From an optimization exercise on the open Yosys and OpenROAD flow, aimed at small area, a short achievable clock period and few clock cycles per item; shortcuts taken in it are not production practice.
Where RTL was checked, it was by simulation tests only, not by an equivalence proof against the original.
Function not checked in runs 1 to 6: the RTL went through the layout flow alone.
Power is estimated from default activity; no workload was simulated.

### flow/config.mk
export PLATFORM = sky130hd
export DESIGN_NAME = frame_encoder
export DESIGN_NICKNAME = frame_encoder
export VERILOG_FILES = /design/flow/design.v
export SDC_FILE = /design/flow/constraint.sdc
export NUM_CORES = 4
export LEC_CHECK = 0
export ABC_CLOCK_PERIOD_IN_PS = 3000
export CAP_MARGIN = 20
export CORE_MARGIN = 2
export CORE_UTILIZATION = 40
export SETUP_SLACK_MARGIN = 5
export SLEW_MARGIN = 20
### flow/run.sh
#!/bin/bash
# synth_recipe.tcl (not shown) runs the flow's synth.tcl, then flattens the netlist and writes it again
# the make line also repeats each setting of config.mk as NAME=value (left out here)
make -C /OpenROAD-flow-scripts/flow DESIGN_CONFIG=/design/flow/config.mk WORK_HOME=/design/flow/orfs CLKGATE_MAP_FILE= SYNTH_SCRIPT=/design/flow/synth_recipe.tcl finish
### flow/constraint.sdc
create_clock -name core_clock -period 11.0 [get_ports {clk}]
set_input_delay 2.2000 -clock core_clock [delete_from_list [all_inputs] [get_ports {clk}]]
set_output_delay 2.2000 -clock core_clock [all_outputs]
set_load 0.01 [all_outputs]
### flow/design.v
module crc64_nvme_byte (
    input  wire [63:0] crc_in,
    input  wire [7:0]  data,
    output wire [63:0] crc_out
);
    localparam [63:0] POLY_R = 64'h9A6C9329AC4BC9B5;
    reg [63:0] c;
    integer i;
    always @(*) begin
        c = crc_in ^ {56'd0, data};
        for (i = 0; i < 8; i = i + 1)
            c = c[0] ? ((c >> 1) ^ POLY_R) : (c >> 1);
    end
    assign crc_out = c;
endmodule
module frame_encoder (
    input  wire        clk,
    input  wire        rst,           
    input  wire        cmd_valid,
    output wire        cmd_ready,
    input  wire [63:0] cmd_content_len,
    input  wire [63:0] cmd_seg_size,
    input  wire [63:0] cmd_flags,
    output reg         rsp_valid,
    output reg  [7:0]  rsp_status,
    output reg  [7:0]  rsp_cause,
    output wire [63:0] rsp_msg_len,
    input  wire        in_valid,
    output wire        in_ready,
    input  wire [7:0]  in_data,
    output wire        out_valid,
    input  wire        out_ready,
    output wire [7:0]  out_data,
    output wire        done
);
    localparam [3:0] S_IDLE = 4'd0;    
    localparam [3:0] S_DIV  = 4'd1;    
    localparam [3:0] S_FIN1 = 4'd2;    
    localparam [3:0] S_MADD = 4'd3;    
    localparam [3:0] S_RESP = 4'd4;    
    localparam [3:0] S_MHDR = 4'd5;    
    localparam [3:0] S_SHDR = 4'd6;    
    localparam [3:0] S_CONT = 4'd7;    
    localparam [3:0] S_SFTR = 4'd8;    
    localparam [3:0] S_MFTR = 4'd9;    
    reg [3:0]  state;
    reg [4:0]  cnt;         
    reg [63:0] seg_size;    
    reg [63:0] x;           
    reg [63:0] rem;         
    reg [16:0] q;           
    reg [15:0] seg_num;
    reg        crc_on;
    reg        bad_flags;
    reg        len_big;
    reg        last_is_s;   
    reg        madd_c;      
    reg [63:0] seg_crc;
    reg [63:0] msg_crc;
    reg        cmd_rdy;
    reg        active;      
    reg        ib_v, is_v, in_rdy;
    reg [7:0]  ib_d, is_d;
    reg        ob_v, ob_last, done_r;
    reg [7:0]  ob_d;
    assign cmd_ready   = cmd_rdy;
    assign in_ready    = in_rdy;
    assign out_valid   = ob_v;
    assign out_data    = ob_d;
    assign done        = done_r;
    assign rsp_msg_len = x;
    wire cmd_fire = cmd_valid & cmd_rdy;
    wire flush    = rst | cmd_fire;
    wire in_fire  = in_valid & in_rdy;
    wire [64:0] div_trial = {rem, q[16]};
    wire [65:0] div_diff  = {1'b0, div_trial} - {2'b0, seg_size};
    wire        div_ge    = ~div_diff[65];
    wire        rem_nz = |rem;
    wire [16:0] n_inc  = {1'b0, q[15:0]} + {16'd0, rem_nz};
    wire [15:0] n_segs = (n_inc[15:0] == 16'd0) ? 16'd1 : n_inc[15:0];
    wire [21:0] n_term = crc_on ? ({2'b0, q[15:0], 4'b0} + {5'b0, q[15:0], 1'b0} + 22'd21)
                                : ({3'b0, q[15:0], 3'b0} + {5'b0, q[15:0], 1'b0} + 22'd13);
    reg  [7:0]  t_byte;
    always @(*) begin
        case (cnt[1:0])
            2'd0:    t_byte = n_term[7:0];
            2'd1:    t_byte = n_term[15:8];
            2'd2:    t_byte = {2'b0, n_term[21:16]};
            default: t_byte = 8'd0;
        endcase
        if (state != S_MADD || cnt[2]) t_byte = 8'd0;
    end
    wire [8:0]  x_lo_sum = {1'b0, x[7:0]} + {1'b0, t_byte} + {8'd0, madd_c};
    wire [63:0] x_rot    = {x_lo_sum[7:0], x[63:8]};
    wire        last_seg = (seg_num == q[15:0]);
    wire [2:0]  bsel     = cnt[2:0] - 3'd1;
    wire [7:0]  x_byte   = x[7:0];
    wire        x_one    = (x[63:1] == 63'd0) & x[0];
    wire        x_zero   = (x == 64'd0);
    reg [7:0] frame_byte;
    always @(*) begin
        frame_byte = 8'h00;
        case (state)
            S_RESP: frame_byte = 8'h01;
            S_MHDR: case (cnt[3:0])
                4'd9:    frame_byte = {7'd0, crc_on};
                4'd10:   frame_byte = 8'h00;
                4'd11:   frame_byte = q[7:0];
                4'd12:   frame_byte = q[15:8];
                default: frame_byte = x_byte;
            endcase
            S_SHDR: case (cnt[3:0])
                4'd15:   frame_byte = seg_num[7:0];
                4'd0:    frame_byte = seg_num[15:8];
                default: frame_byte = x_byte;
            endcase
            S_CONT: frame_byte = ib_d;
            S_SFTR: frame_byte = ~seg_crc[bsel*8 +: 8];
            S_MFTR: frame_byte = ~msg_crc[bsel*8 +: 8];
            default: frame_byte = 8'h00;
        endcase
    end
    wire s_zero = (seg_size == 64'd0);
    wire rsp_ok = ~s_zero & ~bad_flags & ~len_big & ~q[16] & ~x[63];
    wire can_push = ~ob_v | out_ready;
    wire streaming = (state == S_MHDR) | (state == S_SHDR) | (state == S_SFTR) |
                     (state == S_MFTR) | ((state == S_CONT) & ib_v);
    wire push     = can_push & (streaming | ((state == S_RESP) & rsp_ok));
    wire pop      = can_push & (state == S_CONT) & ib_v;
    wire msg_end  = ((state == S_MFTR) & (cnt[3:0] == 4'd8)) |
                    ((state == S_CONT) & x_one & ~crc_on & last_seg) |
                    ((state == S_SHDR) & (cnt[3:0] == 4'd8) & x_zero & ~crc_on);
    wire [63:0] seg_crc_next, msg_crc_next;
    crc64_nvme_byte u_seg_crc (.crc_in(seg_crc), .data(ib_d), .crc_out(seg_crc_next));
    crc64_nvme_byte u_msg_crc (.crc_in(msg_crc), .data(ib_d), .crc_out(msg_crc_next));
    always @(posedge clk) begin
        if (rst) begin
            state <= S_IDLE;
        end else if (cmd_fire) begin
            state <= S_DIV;
            cnt   <= 5'd0;
        end else begin
            case (state)
                S_DIV: begin
                    cnt <= cnt + 5'd1;
                    if (cnt == 5'd16) state <= S_FIN1;
                end
                S_FIN1: begin
                    cnt   <= 5'd0;
                    state <= S_MADD;
                end
                S_MADD: begin
                    cnt <= cnt + 5'd1;
                    if (cnt[2:0] == 3'd7) state <= S_RESP;
                end
                S_RESP: begin
                    cnt   <= 5'd1;
                    state <= rsp_ok ? S_MHDR : S_IDLE;
                end
                S_MHDR: if (push) begin
                    if (cnt[3:0] == 4'd12) begin
                        cnt   <= 5'd15;
                        state <= S_SHDR;
                    end else
                        cnt <= cnt + 5'd1;
                end
                S_SHDR: if (push) begin
                    if (cnt[3:0] == 4'd8) begin
                        cnt <= 5'd1;
                        if (!x_zero)     state <= S_CONT;
                        else if (crc_on) state <= S_SFTR;
                        else             state <= S_IDLE;
                    end else
                        cnt <= {1'b0, cnt[3:0] + 4'd1};
                end
                S_CONT: if (push && x_one) begin
                    cnt <= crc_on ? 5'd1 : 5'd15;
                    if (crc_on)        state <= S_SFTR;
                    else if (last_seg) state <= S_IDLE;
                    else               state <= S_SHDR;
                end
                S_SFTR: if (push) begin
                    if (cnt[3:0] == 4'd8) begin
                        cnt   <= last_seg ? 5'd1 : 5'd15;
                        state <= last_seg ? S_MFTR : S_SHDR;
                    end else
                        cnt <= cnt + 5'd1;
                end
                S_MFTR: if (push) begin
                    if (cnt[3:0] == 4'd8) state <= S_IDLE;
                    else                  cnt <= cnt + 5'd1;
                end
                default: ;
            endcase
        end
    end
    always @(posedge clk) begin
        if (cmd_fire) begin
            seg_size  <= cmd_seg_size;
            x         <= cmd_content_len;
            rem       <= {17'd0, cmd_content_len[63:17]};
            q         <= cmd_content_len[16:0];
            crc_on    <= cmd_flags[0];
            bad_flags <= |cmd_flags[63:1];
            len_big   <= cmd_content_len[63];
        end else begin
            case (state)
                S_DIV: begin
                    rem <= div_ge ? div_diff[63:0] : div_trial[63:0];
                    q   <= {q[15:0], div_ge};
                end
                S_FIN1: begin
                    q         <= {q[16] | n_inc[16], n_segs};
                    last_is_s <= ~rem_nz & (q[15:0] != 16'd0);
                    madd_c    <= 1'b0;
                end
                S_MADD: begin
                    x      <= x_rot;
                    madd_c <= x_lo_sum[8];
                end
                S_MHDR: if (push) begin
                    if (cnt[3:0] == 4'd12) seg_num <= 16'd1;
                    if (cnt[3:0] <= 4'd8) x <= x_rot;
                end
                S_SHDR: if (push) begin
                    if (cnt[3:0] == 4'd0)
                        x <= (last_seg && !last_is_s) ? rem : seg_size;
                    else if (cnt[3:0] != 4'd15)
                        x <= x_rot;
                end
                S_CONT: if (pop) x <= x - 64'd1;
                default: ;
            endcase
            if (((state == S_CONT) && push && x_one && !crc_on && !last_seg) ||
                ((state == S_SFTR) && push && cnt[3:0] == 4'd8 && !last_seg))
                seg_num <= seg_num + 16'd1;
        end
    end
    always @(posedge clk) begin
        if (state == S_MHDR)
            msg_crc <= {64{1'b1}};
        else if (pop)
            msg_crc <= msg_crc_next;
        if (state == S_SHDR)
            seg_crc <= {64{1'b1}};
        else if (pop)
            seg_crc <= seg_crc_next;
    end
    always @(posedge clk) begin
        rsp_valid <= 1'b0;
        if (rst) begin
            cmd_rdy <= 1'b1;
            done_r  <= 1'b0;
            active  <= 1'b0;
        end else begin
            if (cmd_fire) begin
                cmd_rdy <= 1'b0;
                done_r  <= 1'b0;
                active  <= 1'b0;
            end else begin
                if (ob_v && out_ready && ob_last) done_r <= 1'b1;
                if (state == S_RESP) begin
                    cmd_rdy   <= 1'b1;
                    rsp_valid <= 1'b1;
                    active    <= rsp_ok;
                    if (s_zero) begin
                        rsp_status <= 8'd4; rsp_cause <= 8'h40;
                    end else if (bad_flags) begin
                        rsp_status <= 8'd1; rsp_cause <= 8'h13;
                    end else if (len_big) begin
                        rsp_status <= 8'd4; rsp_cause <= 8'h41;
                    end else if (q[16]) begin
                        rsp_status <= 8'd4; rsp_cause <= 8'h42;
                    end else if (x[63]) begin
                        rsp_status <= 8'd4; rsp_cause <= 8'h43;
                    end else begin
                        rsp_status <= 8'd0; rsp_cause <= 8'h00;
                    end
                end
                if (push && msg_end) active <= 1'b0;
            end
        end
    end
    reg ib_v_n, is_v_n;
    always @(*) begin
        ib_v_n = ib_v;
        is_v_n = is_v;
        if (flush) begin
            ib_v_n = 1'b0;
            is_v_n = 1'b0;
        end else if (!ib_v || pop) begin
            ib_v_n = is_v | in_fire;
            is_v_n = 1'b0;
        end else if (in_fire) begin
            is_v_n = 1'b1;
        end
    end
    wire active_n = ~flush & (((state == S_RESP) & rsp_ok) |
                              (active & ~(push & msg_end)));
    always @(posedge clk) begin
        ib_v   <= ib_v_n;
        is_v   <= is_v_n;
        in_rdy <= active_n & ~is_v_n;
        if (!ib_v || pop)
            ib_d <= is_v ? is_d : in_data;
        if (in_fire && ib_v && !pop)
            is_d <= in_data;
    end
    always @(posedge clk) begin
        if (flush) begin
            ob_v <= 1'b0;
        end else if (can_push) begin
            ob_v    <= push;
            ob_d    <= frame_byte;
            ob_last <= msg_end;
        end
    end
endmodule
==> flow_summary.ini, run 1 <==
[outcome]
outcome = no timing/DRC/antenna violations

[sta]
period_share_pct = 49.4
holdWs_ns = 0.484
fin_crit_ns = 5.44
fin_setup_tns_ns = 0
rsz0062_at_grt = false
hold_viol = 0
skew_ns = 0.0225
finalSetupViolations = 0
tightestPinTransition_ns = 1.15
slew_viol_final = 0
slew_headroom_pct = 22.6
timing.fmax_mhz = 184

[routing]
drc = 0
vias = 28620
ant_nets = 0
wl_mm = 115
wl_per_cell_um = 24.5
drt-pass1-iter-count = 6
drt-initial-drc-count = 3457
viasPerCell = 6.09

[worst_setup_path]
end_kind = flip-flop
reg2reg_depth = 26
criticalPathCategory = flip-flop to flip-flop
cp.required_ns = 11.46
crit_path_start = q[2]$_DFFE_PP_
regToRegSetupSlack_ns = 5.56
r2r_start = q[2]$_DFFE_PP_
critPathMaxFanout = 10
r2r_end = x[63]$_DFFE_PP_
startpoint_type = flip-flop
crit_end = x[63]$_DFFE_PP_
cp.arrival_ns = 5.90

[clock_tree]
postCtsHoldBufs = 0
cts_sinks = 405
cts.clk_slew.worst_paths_ns = 0.06
clk_path_buf_depth = 3
clock_latency_ns = 0.61
cts_buffers = 48
cts-htree-levels = 2
cts_tree = built
cts_resized = 0
cts_setup_buffers = 0
cts_root_buf = clkbuf_16

[global_route]
antenna_found_initial = 2
first_global_vias = 26893
grt_max_degree = 128
grt_pass1_wl_mm = 172
overflow = 0
grt_usage_pct = 29.0

[die]
ioPinCount = 298
start_util_pct = 40.4
die_height_um = 279
core-area_mm2 = 0.0746
dieArea_mm2 = 0.0776
die_width_um = 279
rows = 100

[logic_synthesis]
synth_edf_count = 248
synthCells = 3511
async_reset_ff_share_pct = 0
synth_area_leader_cell = edfxtp_1
synthFlopType = edfxtp_1
yosys-top-cells-area = edfxtp_1 (25%), dfxtp_1 (10%), xnor2_1 (6.8%), nand2_1 (6.5%), ha_1 (5.7%)
ys_ff_latch = 405
yosysSeqAreaShare_pct = 35.1
ys_types = 91
syn_area_mm2 = 0.0302
synth_warnings = 2
synth_top_cell_area_share_pct = 24.7
avgSynthCellArea_um2 = 8.59

[pwr]
ir_worst_vdd_mv = 0.134
p_per_area_mw_per_mm2 = 243
p_leak_nw = 13.6

[placed_design]
dp_hpwl_mm = 84.3
place_congestion = 0.963
dp_cells = 4605
io_buffer_count = 287

[layout]
instances_no_fill = 4698
syn_to_final_growth_pct = 18.1
fin_nets = 4033
drive_gt1_share_pct = 6.47

[hold_path]
min_path_type = flip-flop to flip-flop

[flow_run]
maxCapViolations = 0
-- final cells by class --
type	instances	area, um2
fill	7307	38900
multi-input combinational	2780	18400
sequential	405	10600
timing repair buffer	340	3280
clock buffer	74	1580
tap	969	1210
inverter	112	425
clock inverter	16	145
antenna	2	5.00
-- cell usage after synthesis (all sizes together) (63+ instances only) --
master and count:
edfxtp 248, ha 137, nor2 270, inv 112, xnor2 246, nor4 68, o21ai 194, nand3 64
dfxtp 157, o211ai 143, nand2 524, a21oi 290, xor2 196, clkbuf 197, nor3 63, a31oi 76
-- state kept, by name, indices dropped and copies added (netlist names), 2 cells and up --
| register | cells |
|---|---|
| msg_crc | 64 |
| rem | 64 |
| seg_crc | 64 |
| seg_size | 64 |
| x | 64 |
| q | 17 |
| seg_num | 16 |
| ib_d | 8 |
| is_d | 8 |
| ob_d | 8 |
| cnt | 5 |
| state | 4 |
| rsp_cause | 3 |
| rsp_status | 2 |
-- routing by layer --
metal	part of all wire, %	vias up	track usage (%)
li1	-	13131	-
met1	43	13737	41.3
met2	42	1535	42.4
met3	12	217	7.72
met4	3.3	0	9.10
met5	0	-	0
-- cell usage in the layout (no fill, tap or decap), types with 12 or more instances in the layout --
cell	n
mux2_2	13
ha_1	137
nor2_1	268
buf_4	50
o22ai_1	18
a222oi_1	12
edfxtp_1	248
a21o_1	31
xor2_1	195
o21bai_1	15
nand2_1	519
mux2i_1	23
a21oi_1	290
dfxtp_1	156
nor4_1	64
o211ai_1	143
nand2b_1	19
inv_1	110
and3_1	26
nand3_1	63
clkdlybuf4s50_1	287
nand4_1	31
a221oi_1	27
clkbuf_16	56
xnor2_1	233
nor2b_1	22
or3_1	27
a31oi_1	76
nor3_1	61
a211oi_1	20
o21a_1	16
o21ai_0	190
mux4_2	33
-- power by group --
group / internal, W / switching (W)
logic: 0.00175 / 0.00275
registers: 0.00195 / 0.000474
clock network: 0.00104 / 0.000698
total: 0.00474 / 0.00392
-- stage by stage --
stage / setup slack, ns / power [W] / utilization, % / cell area, um2
global placement: 5.63 / 0.00682 / 45.4 / 33900
finish: 5.56 / 0.00866 / 47.8 / 35600
CTS: 5.54 / 0.00858 / 47.7 / 35600
floorplan: 5.76 / 0.00540 / - / 30200
global route: 5.08 / 0.00918 / 47.8 / 35600
detailed placement: 5.53 / 0.00682 / 45.4 / 33900
-- how the worst min path moves through the flow --
stage	from	endpoint	slack [ns]	cells after the start
after floorplan	active$_SDFFE_PP0P_	in_rdy$_DFF_P_	0.44	2
after CTS	active$_SDFFE_PP0P_	active$_SDFFE_PP0P_	0.49	2
after global placement	active$_SDFFE_PP0P_	active$_SDFFE_PP0P_	0.46	2
after global routing	active$_SDFFE_PP0P_	active$_SDFFE_PP0P_	0.51	2
final	active$_SDFFE_PP0P_	active$_SDFFE_PP0P_	0.48	2
after detailed placement	active$_SDFFE_PP0P_	active$_SDFFE_PP0P_	0.48	2
-- worst max-delay path, stage by stage, from the launching register on --
cell and delay, ns:
edfxtp_1 0.58, inv_1 0.10, ha_1 0.30, inv_1 0.04, ha_1 0.21, fa_1 0.41, a21o_1 0.20, a21o_1 0.20
a21oi_1 0.20, o21ai_0 0.15, a211oi_1 0.37, a21oi_1 0.17, xnor2_1 0.22, mux2i_1 0.09, o21ai_0 0.25, a21oi_1 0.11
ha_1 0.28, nor2b_1 0.13, o21ai_0 0.15, nand2b_1 0.10, a21o_1 0.20, nand2_1 0.06, a21oi_1 0.07, xor2_1 0.19
nor2_1 0.08, a311o_1 0.34, a21oi_1 0.11
-- logic make-up (layout without fill, tap and decap cells) --
family	count (synthesis)	in the layout	share of synthesized area, %
AO/OA/AOI/OAI	948	948	19.9
flip-flops	405	405	35.1
AND/OR/NAND/NOR	1169	1169	17.6
adder cells (fa/ha/maj)	141	141	5.95
multiplexers	69	69	3.71
other	1	12	0.0124
XOR/XNOR	443	443	13.4
buffers and inverters	335	542	4.34
==> run 2: changes to the inputs <==
--- a/flow/config.mk
+++ b/flow/config.mk
@@ -9,5 +9,4 @@
 export CAP_MARGIN = 20
 export CORE_MARGIN = 2
 export CORE_UTILIZATION = 40
-export SETUP_SLACK_MARGIN = 5
 export SLEW_MARGIN = 20
==> flow_summary.ini, run 2 <==
[routing]
ant_nets = 0
viasPerCell = 6.16
wl_per_cell_um = 24.7
drc = 0
wl_mm = 116
drt-pass1-iter-count = 7
vias = 28887
drt-initial-drc-count = 3628

[logic_synthesis]
synth_commonest_cells = nand2_1 (523), a21oi_1 (290), nor2_1 (270), edfxtp_1 (248), xnor2_1 (233)
synth_warnings = 2
synth_edf_count = 248
yosys-top-cells-area = edfxtp_1 (25%), dfxtp_1 (10%), xnor2_1 (6.8%), nand2_1 (6.5%), ha_1 (5.7%)
ys_types = 91
synth_top_cell_area_share_pct = 24.7
synthCells = 3511
yosysSeqAreaShare_pct = 35.1
yosysMostFrequentCell = nand2_1
avgSynthCellArea_um2 = 8.59
synth_area_leader_cell = edfxtp_1
ys_ff_latch = 405
syn_area_mm2 = 0.0302
async_reset_ff_share_pct = 0
synthFlopType = edfxtp_1

[die]
die_width_um = 279
rows = 100
core-area_mm2 = 0.0746
ioPinCount = 298
die_height_um = 279
start_util_pct = 40.4
dieArea_mm2 = 0.0776

[hold_path]
whs_path_depth = 2
min_path_type = flip-flop to flip-flop
holdPathEnd = active$_SDFFE_PP0P_
hold_start = active$_SDFFE_PP0P_

[sta]
setup_ws_ns = 5.61
fin_crit_ns = 5.39
period_share_pct = 49.0
finalSetupViolations = 0
holdWs_ns = 0.484
hold_viol = 0
timing.fmax_mhz = 186
tightestPinTransition_ns = 1.28
fin_setup_tns_ns = 0
slew_viol_final = 0
slew_headroom_pct = 13.6
skew_ns = 0.0261
rsz0062_at_grt = false

[worst_setup_path]
cp.required_ns = 11.36
criticalPathCategory = flip-flop to flip-flop
regToRegSetupSlack_ns = 5.61
reg2reg_depth = 22
r2r_end = x[62]$_DFFE_PP_
cp.arrival_ns = 5.75
startpoint_type = flip-flop
r2r_start = q[7]$_DFFE_PP_
critPathMaxFanout = 13
end_kind = flip-flop

[global_route]
use_met2_pct = 42.8
grt_util_met1_pct = 41.5
overflow = 0
antenna_found_initial = 1
busiest_layer = met2
grt_max_degree = 99
grt_usage_pct = 29.0
grt_pass1_wl_mm = 172
grt_use_met3_pct = 7.29
first_global_vias = 26715

[clock_tree]
cts_resized = 0
cts_buffers = 50
cts_root_buf = clkbuf_16
clk_path_buf_depth = 3
cts_sinks = 405
cts-htree-levels = 2
cts.clk_slew.worst_paths_ns = 0.06
clock_latency_ns = 0.62
cts_tree = built
postCtsHoldBufs = 0
cts_setup_buffers = 0

[pwr]
p_leak_nw = 13.5
ir_worst_vdd_mv = 0.124
total_power_w = 0.00866
p_per_area_mw_per_mm2 = 244

[placed_design]
post-place-ws_ns = 5.52
io_buffer_count = 287
place_congestion = 0.969
dp_hpwl_mm = 85.0

[layout]
drive_gt1_share_pct = 6.34
final_cell_mix = nand2_1 (518), a21oi_1 (290), clkdlybuf4s50_1 (287)
diodes = 0
fin_util_pct = 47.7
syn_to_final_growth_pct = 17.9
final_common_cell = nand2_1
fin_nets = 4026

[flow_run]
maxCapViolations = 0

[outcome]
outcome = no timing/DRC/antenna violations
[run 2: cell counts after synthesis]
No cell type changed its count.
[run 2: final cells by class]
cell class                      instances  area, um2
Fill cell                            7222      39000
Multi-Input combinational cell       2780      18400
Sequential cell                       405      10600
Timing Repair Buffer                  331       3200
Clock buffer                           65       1400
Tap cell                              969       1210
Inverter                              112        425
Clock inverter                         28        319
[run 2: cells by family (layout without fill, tap and decap cells)]
logic type / after synthesis / after routing / share of synthesized area [%]
mux: 69 / 69 / 3.71
flops: 405 / 405 / 35.1
buf+inv: 335 / 536 / 4.34
xor+xnor: 443 / 443 / 13.4
compound gates: 948 / 948 / 19.9
simple gates: 1169 / 1169 / 17.6
other cells: 1 / 10 / 0.0124
fa+ha+maj: 141 / 141 / 5.95
[run 2: how the worst max path moves through the flow]
| stage | cells after the start | end | start | slack, ns |
|---|---|---|---|---|
| finish | 22 | x[62]$_DFFE_PP_ | q[7]$_DFFE_PP_ | 5.61 |
| global route | 26 | x[63]$_DFFE_PP_ | q[2]$_DFFE_PP_ | 5.21 |
| CTS | 22 | x[62]$_DFFE_PP_ | q[7]$_DFFE_PP_ | 5.62 |
| detailed placement | 9 | x[46]$_DFFE_PP_ | cmd_valid | 5.52 |
| global placement | 9 | x[48]$_DFFE_PP_ | cmd_valid | 5.59 |
| floorplan | 5 | x[0]$_DFFE_PP_ | out_ready | 3.05 |
[run 2: worst max-delay path: stages, from the launching register on]
cell,delay (ns)
edfxtp_1,0.74
ha_1,0.35
ha_1,0.38
a21o_1,0.21
a21o_1,0.19
a221oi_1,0.39
o31ai_1,0.16
o21ai_0,0.24
nand3_1,0.14
o21ai_0,0.12
a221oi_1,0.09
or2_2,0.32
fa_1,0.41
fa_1,0.41
nor2b_1,0.12
o21ai_0,0.08
nand2b_1,0.12
a21o_1,0.12
a21oi_1,0.09
xnor2_1,0.14
nand2_1,0.07
o221a_1,0.20
o21ai_2,0.05
[run 2: metrics by stage]
step                      cells  area [um2]
after global routing       4690       35600
after global placement     4597       33800
after CTS                  4690       35500
final                      4690       35600
after floorplan            3520       30200
after detailed placement   4597       33800
[run 2: power by group]
part	internal [W]	switching, W
sequential	0.00195	0.000534
clock	0.00104	0.000719
combinational	0.00174	0.00268
total	0.00473	0.00393
[run 2: per-layer routing]
metal  share of wire (%)  routed length, um
met5                   0                  0
met4                 3.2               3720
met3                  11              13200
met2                  42              49100
met1                  43              49900
==> run 3: changes to the inputs <==
==> flow/flow/run.sh (new file) <==
#!/bin/bash
# Standard ORFS layout (the standard.sh, unchanged synthesis), asking
# repair_timing for extra setup slack so the design is sized for speed.
set -euo pipefail
cd "$(dirname "$0")/.."
bash standard.sh SETUP_SLACK_MARGIN=7 finish > flow_standard.log 2>&1
==> flow/standard.sh (new file) <==
#!/bin/bash
# synth_recipe.tcl (not shown) runs the flow's synth.tcl, then flattens the netlist and writes it again
# the make line also repeats each setting of config.mk as NAME=value (left out here)
make -C /OpenROAD-flow-scripts/flow DESIGN_CONFIG=/design/flow/config.mk WORK_HOME=/design/flow/orfs CLKGATE_MAP_FILE= SYNTH_SCRIPT=/design/flow/synth_recipe.tcl "${@:-finish}"
--- a/flow/config.mk
+++ b/flow/config.mk
@@ -5,7 +5,6 @@
 export SDC_FILE = /design/flow/constraint.sdc
 export NUM_CORES = 4
 export LEC_CHECK = 0
-export ABC_CLOCK_PERIOD_IN_PS = 3000
 export CAP_MARGIN = 20
 export CORE_MARGIN = 2
 export CORE_UTILIZATION = 40
removed: flow/run.sh
==> flow_summary.ini, run 3 <==
[placed_design]
io_buffer_count = 287
dp_cells = 4599
place_congestion = 0.972
dp_hpwl_mm = 84.9
placed_cell_area_mm2 = 0.0340

[logic_synthesis]
synth_area_leader_cell = edfxtp_1
async_reset_ff_share_pct = 0
yosysMostFrequentCell = nand2_1
synth_edf_count = 248
synth_top_cell_area_share_pct = 24.7
synthCells = 3511
avgSynthCellArea_um2 = 8.59
syn_area_mm2 = 0.0302
ys_types = 91
synth_warnings = 2
ys_ff_latch = 405
yosys-top-cells-area = edfxtp_1 (25%), dfxtp_1 (10%), xnor2_1 (6.8%), nand2_1 (6.5%), ha_1 (5.7%)
synth_commonest_cells = nand2_1 (523), a21oi_1 (290), nor2_1 (270), edfxtp_1 (248), xnor2_1 (233)
yosysSeqAreaShare_pct = 35.1
synthFlopType = edfxtp_1

[die]
rows = 100
start_util_pct = 40.4
dieArea_mm2 = 0.0776
die_width_um = 279
core-area_mm2 = 0.0746
die_height_um = 279
ioPinCount = 298

[pwr]
p_leak_nw = 14.4
p_per_area_mw_per_mm2 = 249
combPwrFrac_pct = 57.2
ir_worst_vdd_mv = 0.119
internal_power_w = 0.00513
swShare_pct = 44.9
seq_power_share_pct = 24.8
power_switching_w = 0.00418
power.share.clock_pct = 18.0

[clock_tree]
cts_buffers = 49
cts_root_buf = clkbuf_16
cts-htree-levels = 2
cts.clk_slew.worst_paths_ns = 0.06
cts_tree = built
postCtsHoldBufs = 0
clock_latency_ns = 0.63
clk_path_buf_depth = 3
cts_sinks = 405

[sta]
tightestPinTransition_ns = 1.12
fin_crit_ns = 4.71
timing.fmax_mhz = 212
fin_setup_tns_ns = 0
hold_viol = 0
slew_viol_final = 0
rsz0062_at_grt = true
holdWs_ns = 0.473
slew_headroom_pct = 24.5
skew_ns = 0.0354
period_share_pct = 42.8
finalSetupViolations = 0

[routing]
vias = 29616
drt-pass1-iter-count = 8
viasPerCell = 6.13
wl_mm = 120
drt-initial-drc-count = 3962
ant_nets = 0
drc = 0
wl_per_cell_um = 24.8

[outcome]
outcome = no timing/DRC/antenna violations

[global_route]
first_global_vias = 27269
grt_usage_pct = 29.6
antenna_found_initial = 3
grt_max_degree = 107
grt_pass1_wl_mm = 175
overflow = 0

[worst_setup_path]
criticalPathCategory = flip-flop to flip-flop
crit_top_cell = o21ai_2
slowest_delay_ns = 0.52
crit_chain = ha_4, buf_6, ha_4, a211oi_4, o21ai_2, a21oi_2, o21ai_2, a221o_1, nor2_1, xor2_1, o21ai_2, a221oi_2, or2_4, fa_2, fa_2, nor2b_1, o21ai_1, nand2b_1, a21o_1, a21oi_2, xnor2_1, nand2_1, o221a_1, o21ai_2
end_kind = flip-flop
critPathMaxFanout = 5
cp.required_ns = 11.38
slowest_stage = edfxtp_1
cp.arrival_ns = 5.08
cp.buffers_inverters = 1
critical_path.top_delay_family = compound AO/OA/AOI/OAI gates
startpoint_type = flip-flop

[layout]
finalInstanceArea_mm2 = 0.0374
fin_util_pct = 50.2
syn_to_final_growth_pct = 24.1
fin_nets = 4170
fillers = 7115
instances_no_fill = 4831
final_common_cell = nand2_1
final_cell_mix = nand2_1 (515), clkdlybuf4s50_1 (283), a21oi_1 (271)
drive_gt1_share_pct = 12.6

[hold_path]
min_path_type = flip-flop to flip-flop

[flow_run]
maxCapViolations = 0
==> run 3: final timing paths <==
kind | startpoint | endpoint | slack, ns | depth (start not counted)
worst min-delay path | active$_SDFFE_PP0P_ | active$_SDFFE_PP0P_ | 0.47 | 2
worst min register to register | active$_SDFFE_PP0P_ | active$_SDFFE_PP0P_ | 0.47 | 2
worst max-delay path | q[3]$_DFFE_PP_ | x[62]$_DFFE_PP_ | 6.29 | 24
worst max register to register | q[3]$_DFFE_PP_ | x[62]$_DFFE_PP_ | 6.29 | 24
==> run 3: logic make-up (layout without fill, tap and decap cells) <==
logic type | Yosys count | after routing | synth area share, %
xor+xnor | 443 | 443 | 13.4
buf+inv | 335 | 673 | 4.34
mux | 69 | 69 | 3.71
compound gates | 948 | 948 | 19.9
simple gates | 1169 | 1171 | 17.6
other cells | 1 | 12 | 0.0124
flops | 405 | 405 | 35.1
fa+ha+maj | 141 | 141 | 5.95
==> run 3: metal layers <==
layer	GRT usage, %	vias to the layer above	part of all wire (%)
met5	0	-	0.012
met4	8.71	2	3.3
met3	7.46	246	12
met2	43.8	1794	42
met1	42.3	14198	42
li1	-	13376	-
==> run 3: power by group through the flow <==
stage,registers [W],logic (W),clock network [W]
finish,0.00231,0.00532,0.00168
global route,0.00233,0.00576,0.00175
CTS,0.00230,0.00495,0.00170
detailed placement,0.00245,0.00442,0
global placement,0.00246,0.00442,0
floorplan,0.00220,0.00327,0
==> run 3: repair_timing <==
action / CTS / global route
cloned: 0 / 2
setup endpoints to repair: 444 / 397
pin swaps: 45 / 40
gates resized for setup: 92 / 67
buffers inserted: 103 / 38
==> run 3: area by class of cell <==
class                      count  area [um2]  share of cell area [%]
timing repair buffer         474        4370                    11.7
clock buffer                  64        1320                    3.54
sequential                   405       10600                    28.3
antenna                        2        5.00                  0.0134
inverter                     112         449                    1.20
multi-input combinational   2782       19200                    51.3
tap                          969        1210                    3.24
clock inverter                23         284                   0.759
==> run 3: through the flow <==
stage | total power, W | worst slack (ns)
after CTS | 0.00895 | 6.34
after global routing | 0.00983 | 6.05
after floorplan | 0.00547 | 6.55
after detailed placement | 0.00687 | 5.40
final | 0.00931 | 6.29
after global placement | 0.00687 | 5.49
==> run 3: worst register-to-register path, stage by stage, from the launching register on <==
cell	delay (ns)
edfxtp_1	0.52
ha_4	0.30
buf_6	0.11
ha_4	0.22
a211oi_4	0.23
o21ai_2	0.09
a21oi_2	0.17
o21ai_2	0.08
a221o_1	0.33
nor2_1	0.14
xor2_1	0.09
o21ai_2	0.15
a221oi_2	0.08
or2_4	0.28
fa_2	0.41
fa_2	0.38
nor2b_1	0.12
o21ai_1	0.07
nand2b_1	0.10
a21o_1	0.13
a21oi_2	0.06
xnor2_1	0.12
nand2_1	0.06
o221a_1	0.19
o21ai_2	0.05
==> run 4: changes to the inputs <==
--- a/flow/design.v
+++ b/flow/design.v
@@ -54,7 +54,9 @@
     reg        bad_flags;
     reg        len_big;
     reg        last_is_s;   
-    reg        madd_c;      
+    reg [1:0]  madd_c;      
+    reg        s_zero;      
+    reg        early_err;   
     reg [63:0] seg_crc;
     reg [63:0] msg_crc;
     reg        cmd_rdy;
@@ -78,19 +80,25 @@
     wire        rem_nz = |rem;
     wire [16:0] n_inc  = {1'b0, q[15:0]} + {16'd0, rem_nz};
     wire [15:0] n_segs = (n_inc[15:0] == 16'd0) ? 16'd1 : n_inc[15:0];
-    wire [21:0] n_term = crc_on ? ({2'b0, q[15:0], 4'b0} + {5'b0, q[15:0], 1'b0} + 22'd21)
-                                : ({3'b0, q[15:0], 3'b0} + {5'b0, q[15:0], 1'b0} + 22'd13);
-    reg  [7:0]  t_byte;
+    wire [23:0] n_x2  = {7'd0, q[15:0], 1'b0};
+    wire [23:0] n_x8  = crc_on ? {4'd0, q[15:0], 4'd0} : {5'd0, q[15:0], 3'd0};
+    reg  [7:0]  a_byte, b_byte, k_byte;
     always @(*) begin
         case (cnt[1:0])
-            2'd0:    t_byte = n_term[7:0];
-            2'd1:    t_byte = n_term[15:8];
-            2'd2:    t_byte = {2'b0, n_term[21:16]};
-            default: t_byte = 8'd0;
+            2'd0:    begin a_byte = n_x2[7:0];   b_byte = n_x8[7:0];   end
+            2'd1:    begin a_byte = n_x2[15:8];  b_byte = n_x8[15:8];  end
+            default: begin a_byte = n_x2[23:16]; b_byte = n_x8[23:16]; end
         endcase
-        if (state != S_MADD || cnt[2]) t_byte = 8'd0;
+        k_byte = crc_on ? 8'd21 : 8'd13;
+        if (cnt[1:0] == 2'd3 || cnt[2] || state != S_MADD) begin
+            a_byte = 8'd0;
+            b_byte = 8'd0;
+        end
+        if (cnt[2:0] != 3'd0 || state != S_MADD)
+            k_byte = 8'd0;
     end
-    wire [8:0]  x_lo_sum = {1'b0, x[7:0]} + {1'b0, t_byte} + {8'd0, madd_c};
+    wire [9:0]  x_lo_sum = {2'b0, x[7:0]} + {2'b0, a_byte} + {2'b0, b_byte} +
+                           {2'b0, k_byte} + {8'd0, madd_c};
     wire [63:0] x_rot    = {x_lo_sum[7:0], x[63:8]};
     wire        last_seg = (seg_num == q[15:0]);
     wire [2:0]  bsel     = cnt[2:0] - 3'd1;
@@ -120,8 +128,7 @@
             default: frame_byte = 8'h00;
         endcase
     end
-    wire s_zero = (seg_size == 64'd0);
-    wire rsp_ok = ~s_zero & ~bad_flags & ~len_big & ~q[16] & ~x[63];
+    wire rsp_ok = ~early_err & ~x[63];
     wire can_push = ~ob_v | out_ready;
     wire streaming = (state == S_MHDR) | (state == S_SHDR) | (state == S_SFTR) |
                      (state == S_MFTR) | ((state == S_CONT) & ib_v);
@@ -206,17 +213,19 @@
         end else begin
             case (state)
                 S_DIV: begin
+                    s_zero <= (seg_size == 64'd0);
                     rem <= div_ge ? div_diff[63:0] : div_trial[63:0];
                     q   <= {q[15:0], div_ge};
                 end
                 S_FIN1: begin
                     q         <= {q[16] | n_inc[16], n_segs};
                     last_is_s <= ~rem_nz & (q[15:0] != 16'd0);
-                    madd_c    <= 1'b0;
+                    madd_c    <= 2'd0;
                 end
                 S_MADD: begin
                     x      <= x_rot;
-                    madd_c <= x_lo_sum[8];
+                    madd_c <= x_lo_sum[9:8];
+                    early_err <= s_zero | bad_flags | len_big | q[16];
                 end
                 S_MHDR: if (push) begin
                     if (cnt[3:0] == 4'd12) seg_num <= 16'd1;
==> flow/flow/run.sh (replaced) <==
#!/bin/bash
# Standard ORFS layout (the standard.sh, unchanged synthesis), asking
# repair_timing for extra setup slack so the design is sized for speed.
set -euo pipefail
cd "$(dirname "$0")/.."
bash standard.sh SETUP_SLACK_MARGIN=7.5 finish > flow_standard.log 2>&1
==> flow_summary.ini, run 4 <==
[outcome]
outcome = no timing/DRC/antenna violations

[worst_setup_path]
criticalPathCategory = flip-flop to flip-flop
startpoint_type = flip-flop
crit_top_cell = a21oi_2
crit_chain = buf_6, ha_4, buf_6, nor3b_4, a21oi_2, a21oi_2, nand2_1, fa_1, inv_2, fa_1, inv_1, fa_2, inv_2, a21oi_4, o21bai_4, a21oi_2, o21bai_2, xor2_1, a221oi_2, nor2_1
end_kind = flip-flop
critPathMaxFanout = 6
slowest_delay_ns = 0.50
cp.arrival_ns = 4.39
r2r_start = cnt[0]$_SDFFCE_PP0P_
slowest_stage = fa_1
crit_path_start = cnt[0]$_SDFFCE_PP0P_
cp.required_ns = 11.36

[logic_synthesis]
synthFlopType = edfxtp_1
synth_compound_area_share_pct = 19.3
synth_top_family_by_area = compound AO/OA/AOI/OAI gates
synth_top_cell_area_share_pct = 25.6
synth_commonest_cells = nand2_1 (371), nor2_1 (276), a21oi_1 (269), edfxtp_1 (251), xnor2_1 (224)
synth_area_leader_cell = edfxtp_1
synthMuxAreaShare_pct = 6.10
avgSynthCellArea_um2 = 8.96
synth_simple_gate_area_share_pct = 15.4
yosys-top-cells-area = edfxtp_1 (26%), dfxtp_1 (11%), xnor2_1 (6.7%), xor2_1 (5.2%), nand2_1 (4.7%)
yosysSeqAreaShare_pct = 36.2
synth_xor_area_share_pct = 13.3
ys_types = 93
syn_area_mm2 = 0.0295
ys_ff_latch = 408
synthCells = 3293
yosysMostFrequentCell = nand2_1
synth_fa_ha_area_share_pct = 4.67
synth_edf_count = 251
synth_warnings = 2
async_reset_ff_share_pct = 0

[layout]
fillers = 6712
seq_area_mm2 = 0.0107
final_cell_mix = nand2_1 (363), nor2_1 (258), edfxtp_1 (251)
fin_nets = 4026
multi_input_area_mm2 = 0.0189
instances_no_fill = 4722
syn_to_final_growth_pct = 30.8
diodes = 0
final_common_cell = nand2_1
drive_gt1_share_pct = 20.4
fin_util_pct = 52.9
finalInstanceArea_mm2 = 0.0386

[sta]
slew_headroom_pct = 20.6
finalSetupViolations = 0
fin_setup_tns_ns = 0
period_share_pct = 36.6
skew_ns = 0.0356
tightestPinTransition_ns = 1.18
timing.fmax_mhz = 248
slew_viol_final = 0
rsz0062_at_grt = true
hold_viol = 0
fin_crit_ns = 4.03

[routing]
drc = 0
drt-initial-drc-count = 3772
viasPerCell = 6.13
wl_per_cell_um = 25.5
vias = 28951
wl_mm = 120
drt-pass1-iter-count = 6
ant_nets = 0

[placed_design]
io_buffer_count = 287
placed_cell_area_mm2 = 0.0332
dp_hpwl_mm = 78.9
place_congestion = 0.947
dp_cells = 4358

[pwr]
p_per_area_mw_per_mm2 = 189
ir_worst_vdd_mv = 0.168
total_power_w = 0.00727
p_leak_nw = 14.7

[clock_tree]
cts-htree-levels = 2
cts_sinks = 408
postCtsHoldBufs = 0
clk_path_buf_depth = 3
cts.clk_slew.worst_paths_ns = 0.07
cts_tree = built
cts_root_buf = clkbuf_16
cts_buffers = 51
clock_latency_ns = 0.64

[hold_path]
hold_start = done_r$_SDFFE_PP0P_
min_path_type = flip-flop to flip-flop

[global_route]
overflow = 0
grt_max_degree = 122
first_global_vias = 26671
antenna_found_initial = 1
grt_usage_pct = 30.2
grt_pass1_wl_mm = 173

[die]
rows = 99
core-area_mm2 = 0.0730
dieArea_mm2 = 0.0759
die_height_um = 276
start_util_pct = 40.4
die_width_um = 276
ioPinCount = 298

[flow_run]
maxCapViolations = 0
==> run 4: per-stage QoR <==
step / setup WS [ns] / hold WS, ns
global route: 6.81 / 0.520
detailed placement: 5.72 / 0.477
floorplan: 6.73 / 0.455
finish: 6.97 / 0.492
global placement: 5.77 / 0.459
CTS: 6.98 / 0.481
==> run 4: area by class of cell <==
cell class | count | share of cell area (%)
Clock inverter | 31 | 0.791
Clock buffer | 65 | 3.60
Multi-Input combinational cell | 2540 | 49.0
Sequential cell | 408 | 27.7
Tap cell | 959 | 3.11
Inverter | 127 | 1.30
Timing Repair Buffer | 591 | 14.5
Timing Repair inverter | 1 | 0.0227
==> run 4: cell families after synthesis <==
kind of cell	after synthesis
AOI/OAI and AO/OA	880
muxes	138
buffers and inverters	357
and+or+nand+nor	986
other	1
DFF	408
xor gates and xnor gates	422
adders and majority gates	101
==> run 4: per-layer routing <==
layer,vias up,global-route usage (%),routed length [um]
met5,-,0,0
met4,0,11.1,5050
met3,294,6.68,15100
met2,1914,44.9,51600
met1,13863,42.8,48600
li1,12880,-,-
==> run 4: path summary, 6_finish.rpt <==
check,endpoint,slack [ns],depth (start not counted)
worst max register to register,x[63]$_DFFE_PP_,6.97,20
worst min register to register,done_r$_SDFFE_PP0P_,0.49,2
worst min-delay path,done_r$_SDFFE_PP0P_,0.49,2
worst max-delay path,x[63]$_DFFE_PP_,6.97,20
==> run 4: repair_timing <==
action	4_1_cts	5_1_grt
gates cloned	14	5
buffers inserted	176	73
endpoints found under the setup margin	558	252
gates resized for setup	436	171
pin swaps	53	65
==> run 4: worst max-delay path: cells and delay by family (launching register included) <==
kind                     cells  cell delay (ns)
flip-flops                   1             0.46
adder cells (fa/ha/maj)      4             1.52
XOR/XNOR                     1             0.10
AO/OA/AOI/OAI                7             0.87
AND/OR/NAND/NOR              3             0.32
buffers and inverters        5             0.48
==> run 4: power by group <==
part | leakage (nW) | internal [W] | switching, W
combinational | 10.3 | 0.00143 | 0.00192
sequential | 3.63 | 0.00189 | 0.000304
clock | 0.825 | 0.000994 | 0.000738
total | 14.7 | 0.00431 | 0.00296
==> run 5: changes to the inputs <==
==> flow/flow/run.sh (replaced) <==
#!/bin/bash
# The standard ORFS layout (standard.sh, synthesis unchanged) with:
#  - repair_timing asked for extra setup slack, so gates are sized for speed;
#  - port buffers made of sky130_fd_sc_hd__buf_1 instead of the default delay-cell buffer.
# Each step's full output goes to flow_standard.log (and orfs/logs/).
set -euo pipefail
bash standard.sh SETUP_SLACK_MARGIN=7.5 "BUFFER_PORTS_ARGS=-buffer_cell sky130_fd_sc_hd__buf_1" finish > flow_standard.log 2>&1
--- a/flow/config.mk
+++ b/flow/config.mk
@@ -7,5 +7,5 @@
 export LEC_CHECK = 0
 export CAP_MARGIN = 20
 export CORE_MARGIN = 2
-export CORE_UTILIZATION = 40
+export CORE_UTILIZATION = 60
 export SLEW_MARGIN = 20
==> flow_summary.ini, run 5 <==
[routing]
drt-pass1-iter-count = 8
ant_nets = 0
vias = 30189
drt-initial-drc-count = 5225
wl_mm = 120
drc = 0
viasPerCell = 6.86
wl_per_cell_um = 27.3

[global_route]
overflow = 0
grt_usage_pct = 43.9
first_global_vias = 27442
grt_pass1_wl_mm = 169
grt_max_degree = 116
antenna_found_initial = 3

[worst_setup_path]
reg2reg_depth = 20
cp.buffers_inverters = 5
cp.required_ns = 11.36
critical_path.top_delay_family = adder cells
slowest_stage = fa_1
criticalPathCategory = flip-flop to flip-flop
crit_chain = buf_12, ha_4, buf_6, nor3b_2, a211oi_1, a21oi_1, nand2_1, fa_1, inv_1, fa_1, inv_1, fa_2, inv_2, a21oi_2, o21bai_1, a21oi_1, o21bai_1, xor2_1, a221oi_1, nor2_1
startpoint_type = flip-flop
r2r_end = x[63]$_DFFE_PP_
crit_end = x[63]$_DFFE_PP_
critPathMaxFanout = 6
slowest_delay_ns = 0.50
cp.arrival_ns = 4.59
regToRegSetupSlack_ns = 6.77
cp.depth = 20
crit_path_start = cnt[0]$_SDFFCE_PP0P_
end_kind = flip-flop
r2r_start = cnt[0]$_SDFFCE_PP0P_

[pwr]
p_leak_nw = 13.9
ir_worst_vdd_mv = 0.173
p_per_area_mw_per_mm2 = 197

[logic_synthesis]
yosysSeqAreaShare_pct = 36.2
yosysMostFrequentCell = nand2_1
synthFlopType = edfxtp_1
synth_warnings = 2
synth_edf_count = 251
ys_types = 93
synthCells = 3293
ys_ff_latch = 408
syn_area_mm2 = 0.0295
synth_area_leader_cell = edfxtp_1
avgSynthCellArea_um2 = 8.96
yosys-top-cells-area = edfxtp_1 (26%), dfxtp_1 (11%), xnor2_1 (6.7%), xor2_1 (5.2%), nand2_1 (4.7%)
synth_commonest_cells = nand2_1 (371), nor2_1 (276), a21oi_1 (269), edfxtp_1 (251), xnor2_1 (224)
async_reset_ff_share_pct = 0
synth_top_cell_area_share_pct = 25.6

[sta]
slew_headroom_pct = 20.4
finalSetupViolations = 0
rsz0062_at_grt = true
hold_viol = 0
skew_ns = 0.0197
tightestPinTransition_ns = 1.18
fin_setup_tns_ns = 0
timing.fmax_mhz = 237
slew_viol_final = 0
fin_crit_ns = 4.23
period_share_pct = 38.4

[layout]
fillers = 3433
drive_gt1_share_pct = 19.5
final_common_cell = nand2_1
fin_nets = 4002
finalInstanceArea_mm2 = 0.0366
final_cell_mix = nand2_1 (363), buf_1 (252), a21oi_1 (251), edfxtp_1 (251), nor2_1 (246)
instances_no_fill = 4400
syn_to_final_growth_pct = 23.9
fin_util_pct = 75.0

[placed_design]
placed_cell_area_mm2 = 0.0310
io_buffer_count = 287
dp_hpwl_mm = 78.4
dp_cells = 4054
place_congestion = 0.973

[clock_tree]
clock_latency_ns = 0.64
cts_tree = built
cts-htree-levels = 2
clk_path_buf_depth = 3
postCtsHoldBufs = 0
cts.clk_slew.worst_paths_ns = 0.07
cts_root_buf = clkbuf_16
cts_buffers = 48
cts_sinks = 408

[die]
rows = 81
core-area_mm2 = 0.0487
start_util_pct = 60.5
die_width_um = 226
die_height_um = 226
ioPinCount = 298
dieArea_mm2 = 0.0510

[flow_run]
maxCapViolations = 0

[hold_path]
min_path_type = flip-flop to flip-flop

[outcome]
outcome = no timing/DRC/antenna violations
==> run 5: cells by family after synthesis <==
| logic type | Yosys count | share of synthesized area, % |
|---|---|---|
| adder cells (fa/ha/maj) | 101 | 4.67 |
| AO/OA/AOI/OAI | 880 | 19.3 |
| flip-flops | 408 | 36.2 |
| multiplexers | 138 | 6.10 |
| other | 1 | 0.0127 |
| buffers and inverters | 357 | 4.93 |
| XOR/XNOR | 422 | 13.3 |
| AND/OR/NAND/NOR | 986 | 15.4 |
==> run 5: tightest hold or removal path: cells and delay by family (launching register included) <==
kind               cells  cell delay, ns
DFF                    1            0.32
and+or+nand+nor        1            0.07
AOI/OAI and AO/OA      1            0.04
==> run 5: worst min-delay path by stage <==
stage,start,endpoint,slack [ns],depth (start not counted)
2_1_floorplan,active$_SDFFE_PP0P_,in_rdy$_DFF_P_,0.45,2
3_3_place_gp,done_r$_SDFFE_PP0P_,done_r$_SDFFE_PP0P_,0.45,2
3_5_place_dp,done_r$_SDFFE_PP0P_,done_r$_SDFFE_PP0P_,0.46,2
4_1_cts,done_r$_SDFFE_PP0P_,done_r$_SDFFE_PP0P_,0.47,2
5_1_grt,done_r$_SDFFE_PP0P_,done_r$_SDFFE_PP0P_,0.50,2
6_report,done_r$_SDFFE_PP0P_,done_r$_SDFFE_PP0P_,0.47,2
==> run 5: layout make-up <==
type	instances	area (um2)	share of cell area, %
tap	664	831	2.27
antenna	2	5.00	0.0137
clock inverter	30	285	0.780
inverter	127	513	1.40
timing repair inverter	1	8.76	0.0240
clock buffer	58	1330	3.65
sequential	408	10700	29.3
multi-input combinational	2544	19000	52.1
timing repair buffer	566	3840	10.5
==> run 5: timing repair <==
| action | in CTS | in global routing |
|---|---|---|
| endpoints found under the setup margin | 566 | 250 |
| cloned | 12 | 10 |
| buffers inserted | 139 | 95 |
| pin swaps | 57 | 64 |
| resized for setup | 211 | 175 |
==> run 5: report_power, final <==
group	leakage, nW	internal (W)	switching (W)
Combinational	9.43	0.00137	0.00194
Sequential	3.63	0.00189	0.000343
Clock	0.797	0.000943	0.000727
==> run 5: per-stage QoR <==
stage                     setup WS, ns  hold slack [ns]  total power [W]
final                             6.77            0.467          0.00721
after global routing              6.59            0.498          0.00744
after CTS                         6.91            0.472          0.00674
after detailed placement          5.77            0.459          0.00481
after global placement            5.91            0.450          0.00477
after floorplan                   6.73            0.455          0.00401
==> run 5: layer usage <==
metal  up-vias  global-route usage, %  share of wire [%]
met2      2542                   64.8                 42
met1     14276                   59.3                 37
met5         -                      0              0.040
met4         6                   20.8                6.0
li1      12827                      -                  -
met3       538                   12.7                 15
==> run 6: changes to the inputs <==
--- a/flow/config.mk
+++ b/flow/config.mk
@@ -7,5 +7,5 @@
 export LEC_CHECK = 0
 export CAP_MARGIN = 20
 export CORE_MARGIN = 2
-export CORE_UTILIZATION = 60
+export CORE_UTILIZATION = 40
 export SLEW_MARGIN = 20
==> flow_summary.ini, run 6 <==
[global_route]
first_global_vias = 25578
overflow = 0
grt_use_met3_pct = 5.64
grt_util_met1_pct = 42.3
use_met2_pct = 41.5
grt_pass1_wl_mm = 166
antenna_found_initial = 1
grt_max_degree = 107
busiest_layer = met1
grt_usage_pct = 28.9

[die]
core-area_mm2 = 0.0730
start_util_pct = 40.4
dieArea_mm2 = 0.0759
die_height_um = 276
ioPinCount = 298
die_width_um = 276
rows = 99

[worst_setup_path]
crit_chain = buf_12, ha_4, nor3b_4, a21oi_4, a21oi_2, nand2_2, fa_1, inv_1, fa_1, inv_2, fa_2, inv_2, a21oi_2, o21bai_1, a21oi_1, o21bai_1, xor2_1, a221oi_1, nor2_1
cp.required_ns = 11.36
criticalPathCategory = flip-flop to flip-flop
cp.arrival_ns = 4.55
slowest_delay_ns = 0.53
slowest_stage = fa_1
end_kind = flip-flop
critPathMaxFanout = 6
startpoint_type = flip-flop

[clock_tree]
cts_tree = built
cts_root_buf = clkbuf_16
cts-htree-levels = 2
cts_buffers = 50
cts_sinks = 408
clock_latency_ns = 0.62
cts.clk_slew.worst_paths_ns = 0.06
clk_path_buf_depth = 3
postCtsHoldBufs = 0

[sta]
fin_setup_tns_ns = 0
tightestPinTransition_ns = 1.30
timing.fmax_mhz = 238
rsz0062_at_grt = true
setup_ws_ns = 6.80
fin_crit_ns = 4.20
hold_viol = 0
slew_viol_final = 0
skew_ns = 0.0291
slew_headroom_pct = 12.7
period_share_pct = 38.1
finalSetupViolations = 0

[outcome]
outcome = no timing/DRC/antenna violations

[pwr]
power.share.clock_pct = 24.4
swShare_pct = 40.9
ir_worst_vdd_mv = 0.121
p_leak_nw = 13.7
p_per_area_mw_per_mm2 = 194
combPwrFrac_pct = 44.3
internal_power_w = 0.00420
power_switching_w = 0.00290
seq_power_share_pct = 31.4

[routing]
viasPerCell = 6.06
vias = 28377
wl_per_cell_um = 24.8
drt-pass1-iter-count = 10
drc = 0
ant_nets = 0
drt-initial-drc-count = 3676
wl_mm = 116

[logic_synthesis]
synth_top_family_by_area = compound AO/OA/AOI/OAI gates
synth_area_leader_cell = edfxtp_1
yosys-top-cells-area = edfxtp_1 (26%), dfxtp_1 (11%), xnor2_1 (6.7%), xor2_1 (5.2%), nand2_1 (4.7%)
ys_types = 93
avgSynthCellArea_um2 = 8.96
yosysMostFrequentCell = nand2_1
synth_edf_count = 251
synth_simple_gate_area_share_pct = 15.4
synth_xor_area_share_pct = 13.3
synth_warnings = 2
synth_compound_area_share_pct = 19.3
syn_area_mm2 = 0.0295
synth_top_cell_area_share_pct = 25.6
synth_fa_ha_area_share_pct = 4.67
synth_commonest_cells = nand2_1 (371), nor2_1 (276), a21oi_1 (269), edfxtp_1 (251), xnor2_1 (224)
async_reset_ff_share_pct = 0
synthFlopType = edfxtp_1
synthMuxAreaShare_pct = 6.10
synthCells = 3293
ys_ff_latch = 408
yosysSeqAreaShare_pct = 36.2

[placed_design]
post-place-ws_ns = 5.90
dp_hpwl_mm = 78.5
io_buffer_count = 287
place_congestion = 0.990
dp_cells = 4355

[layout]
seq_area_mm2 = 0.0107
fin_util_pct = 50.1
instances_no_fill = 4680
final_cell_mix = nand2_1 (362), buf_1 (266), nor2_1 (254)
fin_nets = 3983
multi_input_area_mm2 = 0.0189
final_common_cell = nand2_1
drive_gt1_share_pct = 18.1
syn_to_final_growth_pct = 24.0
fillers = 6863

[flow_run]
maxCapViolations = 0

[hold_path]
min_path_type = flip-flop to flip-flop
run 6: cell counts after synthesis:
Identical to the previous run, type by type.
run 6: area by class of cell:
type	count	share of cell area, %
antenna	2	0.0137
clock buffer	70	4.02
clock inverter	24	0.616
inverter	127	1.36
multi-input combinational	2539	51.5
sequential	408	29.2
tap	959	3.28
timing repair buffer	551	9.95
run 6: what timing repair did:
action	in CTS	in global routing
gates resized for setup	176	167
setup endpoints to repair	429	267
pin swaps	45	54
gates cloned	5	5
buffers inserted	144	75
run 6: path summary, 6_finish.rpt:
check	endpoint	slack, ns	depth (start not counted)	startpoint
min	seg_crc[13]$_SDFFE_PP1P_	0.51	2	seg_crc[13]$_SDFFE_PP1P_
min reg2reg	seg_crc[13]$_SDFFE_PP1P_	0.51	2	seg_crc[13]$_SDFFE_PP1P_
max reg2reg	x[63]$_DFFE_PP_	6.80	19	cnt[0]$_SDFFCE_PP0P_
max	x[63]$_DFFE_PP_	6.80	19	cnt[0]$_SDFFCE_PP0P_
run 6: power groups by stage:
stage	Combinational, W	Sequential [W]	Clock [W]
after global routing	0.00337	0.00223	0.00180
after detailed placement	0.00249	0.00232	0
final	0.00314	0.00222	0.00173
after global placement	0.00250	0.00232	0
after CTS	0.00288	0.00220	0.00175
after floorplan	0.00192	0.00209	0
run 6: per-layer routing:
layer / vias to the layer above / wire length [um]
met2: 1698 / 48800
met3: 286 / 13200
met1: 13622 / 48900
met5: - / 13
li1: 12769 / -
met4: 2 / 5120
run 6: critical path, delay by kind of cell (launching register included):
family / cells / cell delay, ns
buffers and inverters: 4 / 0.35
AND/OR/NAND/NOR: 3 / 0.36
AO/OA/AOI/OAI: 7 / 1.06
XOR/XNOR: 1 / 0.11
adder cells (fa/ha/maj): 4 / 1.60
flip-flops: 1 / 0.47
run 6: per-stage QoR:
step	hold WS, ns	power [W]	area, um2
after floorplan	0.455	0.00401	29800
after global placement	0.493	0.00482	31400
after detailed placement	0.502	0.00481	31400
after CTS	0.510	0.00683	35100
after global routing	0.526	0.00740	36600
final	0.508	0.00709	36600
run 6: cell families (layout without fill, tap and decap cells):
group	count (synthesis)	count (layout)
other	1	12
buffers and inverters	357	772
AO/OA/AOI/OAI	880	880
flip-flops	408	408
AND/OR/NAND/NOR	986	988
XOR/XNOR	422	422
multiplexers	138	138
adder cells (fa/ha/maj)	101	101
==> run 7: changes to the inputs <==
--- a/flow/design.v
+++ b/flow/design.v
@@ -36,7 +36,7 @@
     localparam [3:0] S_IDLE = 4'd0;    
     localparam [3:0] S_DIV  = 4'd1;    
     localparam [3:0] S_FIN1 = 4'd2;    
-    localparam [3:0] S_MADD = 4'd3;    
+    localparam [3:0] S_FIN2 = 4'd3;    
     localparam [3:0] S_RESP = 4'd4;    
     localparam [3:0] S_MHDR = 4'd5;    
     localparam [3:0] S_SHDR = 4'd6;    
@@ -54,9 +54,6 @@
     reg        bad_flags;
     reg        len_big;
     reg        last_is_s;   
-    reg [1:0]  madd_c;      
-    reg        s_zero;      
-    reg        early_err;   
     reg [63:0] seg_crc;
     reg [63:0] msg_crc;
     reg        cmd_rdy;
@@ -80,29 +77,12 @@
     wire        rem_nz = |rem;
     wire [16:0] n_inc  = {1'b0, q[15:0]} + {16'd0, rem_nz};
     wire [15:0] n_segs = (n_inc[15:0] == 16'd0) ? 16'd1 : n_inc[15:0];
-    wire [23:0] n_x2  = {7'd0, q[15:0], 1'b0};
-    wire [23:0] n_x8  = crc_on ? {4'd0, q[15:0], 4'd0} : {5'd0, q[15:0], 3'd0};
-    reg  [7:0]  a_byte, b_byte, k_byte;
-    always @(*) begin
-        case (cnt[1:0])
-            2'd0:    begin a_byte = n_x2[7:0];   b_byte = n_x8[7:0];   end
-            2'd1:    begin a_byte = n_x2[15:8];  b_byte = n_x8[15:8];  end
-            default: begin a_byte = n_x2[23:16]; b_byte = n_x8[23:16]; end
-        endcase
-        k_byte = crc_on ? 8'd21 : 8'd13;
-        if (cnt[1:0] == 2'd3 || cnt[2] || state != S_MADD) begin
-            a_byte = 8'd0;
-            b_byte = 8'd0;
-        end
-        if (cnt[2:0] != 3'd0 || state != S_MADD)
-            k_byte = 8'd0;
-    end
-    wire [9:0]  x_lo_sum = {2'b0, x[7:0]} + {2'b0, a_byte} + {2'b0, b_byte} +
-                           {2'b0, k_byte} + {8'd0, madd_c};
-    wire [63:0] x_rot    = {x_lo_sum[7:0], x[63:8]};
+    wire [21:0] per_seg = crc_on ? ({2'b0, q[15:0], 4'b0} + {5'b0, q[15:0], 1'b0} + 22'd21)
+                                 : ({3'b0, q[15:0], 3'b0} + {5'b0, q[15:0], 1'b0} + 22'd13);
+    wire [63:0] m_calc  = x + {42'd0, per_seg};
     wire        last_seg = (seg_num == q[15:0]);
     wire [2:0]  bsel     = cnt[2:0] - 3'd1;
-    wire [7:0]  x_byte   = x[7:0];
+    wire [7:0]  x_byte   = x[bsel*8 +: 8];
     wire        x_one    = (x[63:1] == 63'd0) & x[0];
     wire        x_zero   = (x == 64'd0);
     reg [7:0] frame_byte;
@@ -128,7 +108,8 @@
             default: frame_byte = 8'h00;
         endcase
     end
-    wire rsp_ok = ~early_err & ~x[63];
+    wire s_zero = (seg_size == 64'd0);
+    wire rsp_ok = ~s_zero & ~bad_flags & ~len_big & ~q[16] & ~x[63];
     wire can_push = ~ob_v | out_ready;
     wire streaming = (state == S_MHDR) | (state == S_SHDR) | (state == S_SFTR) |
                      (state == S_MFTR) | ((state == S_CONT) & ib_v);
@@ -152,14 +133,8 @@
                     cnt <= cnt + 5'd1;
                     if (cnt == 5'd16) state <= S_FIN1;
                 end
-                S_FIN1: begin
-                    cnt   <= 5'd0;
-                    state <= S_MADD;
-                end
-                S_MADD: begin
-                    cnt <= cnt + 5'd1;
-                    if (cnt[2:0] == 3'd7) state <= S_RESP;
-                end
+                S_FIN1: state <= S_FIN2;
+                S_FIN2: state <= S_RESP;
                 S_RESP: begin
                     cnt   <= 5'd1;
                     state <= rsp_ok ? S_MHDR : S_IDLE;
@@ -213,30 +188,17 @@
         end else begin
             case (state)
                 S_DIV: begin
-                    s_zero <= (seg_size == 64'd0);
                     rem <= div_ge ? div_diff[63:0] : div_trial[63:0];
                     q   <= {q[15:0], div_ge};
                 end
                 S_FIN1: begin
                     q         <= {q[16] | n_inc[16], n_segs};
                     last_is_s <= ~rem_nz & (q[15:0] != 16'd0);
-                    madd_c    <= 2'd0;
-                end
-                S_MADD: begin
-                    x      <= x_rot;
-                    madd_c <= x_lo_sum[9:8];
-                    early_err <= s_zero | bad_flags | len_big | q[16];
-                end
-                S_MHDR: if (push) begin
-                    if (cnt[3:0] == 4'd12) seg_num <= 16'd1;
-                    if (cnt[3:0] <= 4'd8) x <= x_rot;
-                end
-                S_SHDR: if (push) begin
-                    if (cnt[3:0] == 4'd0)
-                        x <= (last_seg && !last_is_s) ? rem : seg_size;
-                    else if (cnt[3:0] != 4'd15)
-                        x <= x_rot;
                 end
+                S_FIN2: x <= m_calc;
+                S_MHDR: if (push && cnt[3:0] == 4'd12) seg_num <= 16'd1;
+                S_SHDR: if (push && cnt[3:0] == 4'd0)
+                    x <= (last_seg && !last_is_s) ? rem : seg_size;
                 S_CONT: if (pop) x <= x - 64'd1;
                 default: ;
             endcase
==> flow/run.sh (new file) <==
#!/bin/bash
# synth_recipe.tcl (not shown) runs the flow's synth.tcl, then flattens the netlist and writes it again
# the make line also repeats each setting of config.mk as NAME=value (left out here)
make -C /OpenROAD-flow-scripts/flow DESIGN_CONFIG=/design/flow/config.mk WORK_HOME=/design/flow/orfs CLKGATE_MAP_FILE= SYNTH_SCRIPT=/design/flow/synth_recipe.tcl finish
removed: flow/flow/run.sh
removed: flow/standard.sh
==> flow_summary.ini, run 7 <==
[die]
ioPinCount = 298
die_height_um = 285
core-area_mm2 = 0.0787

[sta]
slew_headroom_pct = 27.9
slew_viol_final = 0
fin_setup_tns_ns = 0
tightestPinTransition_ns = 1.08
timing.fmax_mhz = 134
skew_ns = 0.0335
finalSetupViolations = 0

[worst_setup_path]
cp.arrival_ns = 7.91
slowest_stage = edfxtp_1
regToRegSetupSlack_ns = 3.53
critPathMaxFanout = 12
startpoint_type = flip-flop
crit_end = x[59]$_DFFE_PP_
reg2reg_depth = 25
r2r_end = x[59]$_DFFE_PP_
end_kind = flip-flop

[routing]
drt-pass1-iter-count = 6
drt-initial-drc-count = 3503
wl_mm = 116
vias = 28972

[placed_design]
io_buffer_count = 287

[logic_synthesis]
async_reset_ff_share_pct = 0
synth_commonest_cells = nand2_1 (398), a21oi_1 (303), nor2_1 (267), edfxtp_1 (247), xnor2_1 (230)
synth_edf_count = 247
synthCells = 3560
synth_fa_ha_area_share_pct = 7.70
synth_warnings = 2
yosysMostFrequentCell = nand2_1
synth_simple_gate_area_share_pct = 14.8
synth_top_family_by_area = compound AO/OA/AOI/OAI gates

[global_route]
grt_pass1_wl_mm = 173
antenna_found_initial = 5
first_global_vias = 26937
grt_max_degree = 96

[clock_tree]
cts_sinks = 404
cts.clk_slew.worst_paths_ns = 0.06
clock_latency_ns = 0.64
postCtsHoldBufs = 0
cts-htree-levels = 2
clk_path_buf_depth = 3
cts_tree = built

[outcome]
outcome = no timing/DRC/antenna violations

[pwr]
p_leak_nw = 14.4

[layout]
syn_to_final_growth_pct = 17.3
fin_nets = 4124
drive_gt1_share_pct = 6.58
## run 7: cell count changes after synthesis, moves of 27 or more
cell,before,now
nand2_1,371,398
o21ai_0,156,219
a221oi_1,39,10
mux2i_1,91,48
a21o_1,25,88
a31oi_1,29,58
nand3_1,46,75
ha_1,86,190
a21oi_1,269,303
## run 7: final cells by class
cell class / instances / area [um2] / area share, %
inverters: 113 / 429 / 1.15
repair buffers: 322 / 3140 / 8.44
clock inverters: 25 / 332 / 0.892
clock buffers: 68 / 1430 / 3.86
multi-input cells: 2835 / 20000 / 53.7
flip-flops and latches: 404 / 10600 / 28.4
well taps: 1050 / 1310 / 3.54
diodes: 1 / 2.50 / 0.00673
## run 7: cells by family after synthesis
logic type      after synthesis
other cells                   1
simple gates               1033
flops                       404
xor+xnor                    441
compound gates             1036
buf+inv                     330
fa+ha+maj                   193
mux                         122
## run 7: how the worst min path moves through the flow
stage / start / end / slack, ns / depth (start not counted)
4_1_cts: seg_crc[61]$_SDFFE_PP1P_ / seg_crc[61]$_SDFFE_PP1P_ / 0.50 / 2
3_5_place_dp: ob_last$_DFFE_PP_ / done_r$_SDFFE_PP0P_ / 0.49 / 2
6_report: seg_crc[46]$_SDFFE_PP1P_ / seg_crc[46]$_SDFFE_PP1P_ / 0.51 / 2
2_1_floorplan: msg_crc[58]$_SDFFE_PP1P_ / msg_crc[58]$_SDFFE_PP1P_ / 0.47 / 2
3_3_place_gp: msg_crc[58]$_SDFFE_PP1P_ / msg_crc[58]$_SDFFE_PP1P_ / 0.49 / 2
5_1_grt: seg_crc[61]$_SDFFE_PP1P_ / seg_crc[61]$_SDFFE_PP1P_ / 0.52 / 2
## run 7: routing by layer
metal  wire length (um)  track usage, %
met1              52100            40.8
met2              51000            42.1
met3               9540            3.66
met4               3120            7.09
met5                 37               0
## run 7: power breakdown
part / internal (W) / switching, W / total [W]
clock network: 0.00104 / 0.000737 / 0.00178
logic: 0.00258 / 0.00364 / 0.00622
registers: 0.00202 / 0.000516 / 0.00253
total: 0.00564 / 0.00490 / 0.0105
## run 7: critical path: cells and delay by family (launching register included)
| kind | cells | cell delay [ns] |
|---|---|---|
| flip-flops | 1 | 0.71 |
| AND/OR/NAND/NOR | 3 | 0.58 |
| XOR/XNOR | 2 | 0.28 |
| adder cells (fa/ha/maj) | 3 | 1.09 |
| AO/OA/AOI/OAI | 17 | 4.59 |
## run 7: metrics by stage
step | utilization (%) | cells | hold slack (ns) | setup WS [ns] | area [um2]
floorplan | - | 3569 | 0.473 | 0.885 | 31700
global placement | 44.9 | 4724 | 0.490 | 4.00 | 35400
detailed placement | 44.9 | 4724 | 0.488 | 3.83 | 35400
CTS | 47.2 | 4817 | 0.504 | 3.77 | 37200
global route | 47.2 | 4817 | 0.520 | 3.17 | 37200
finish | 47.2 | 4818 | 0.508 | 3.53 | 37200
Testbench counts of run 7, summed over its fixed seeds: cycles 91,143, items 87,783.

Check on run 7: ideal ports give 3.528 ns setup slack; a clkbuf_16 on the clock port and buf_2 on the inputs give 3.528 ns; moving port delays by the midpoint clock arrival (0.686 ns) as well gives 3.528 ns.
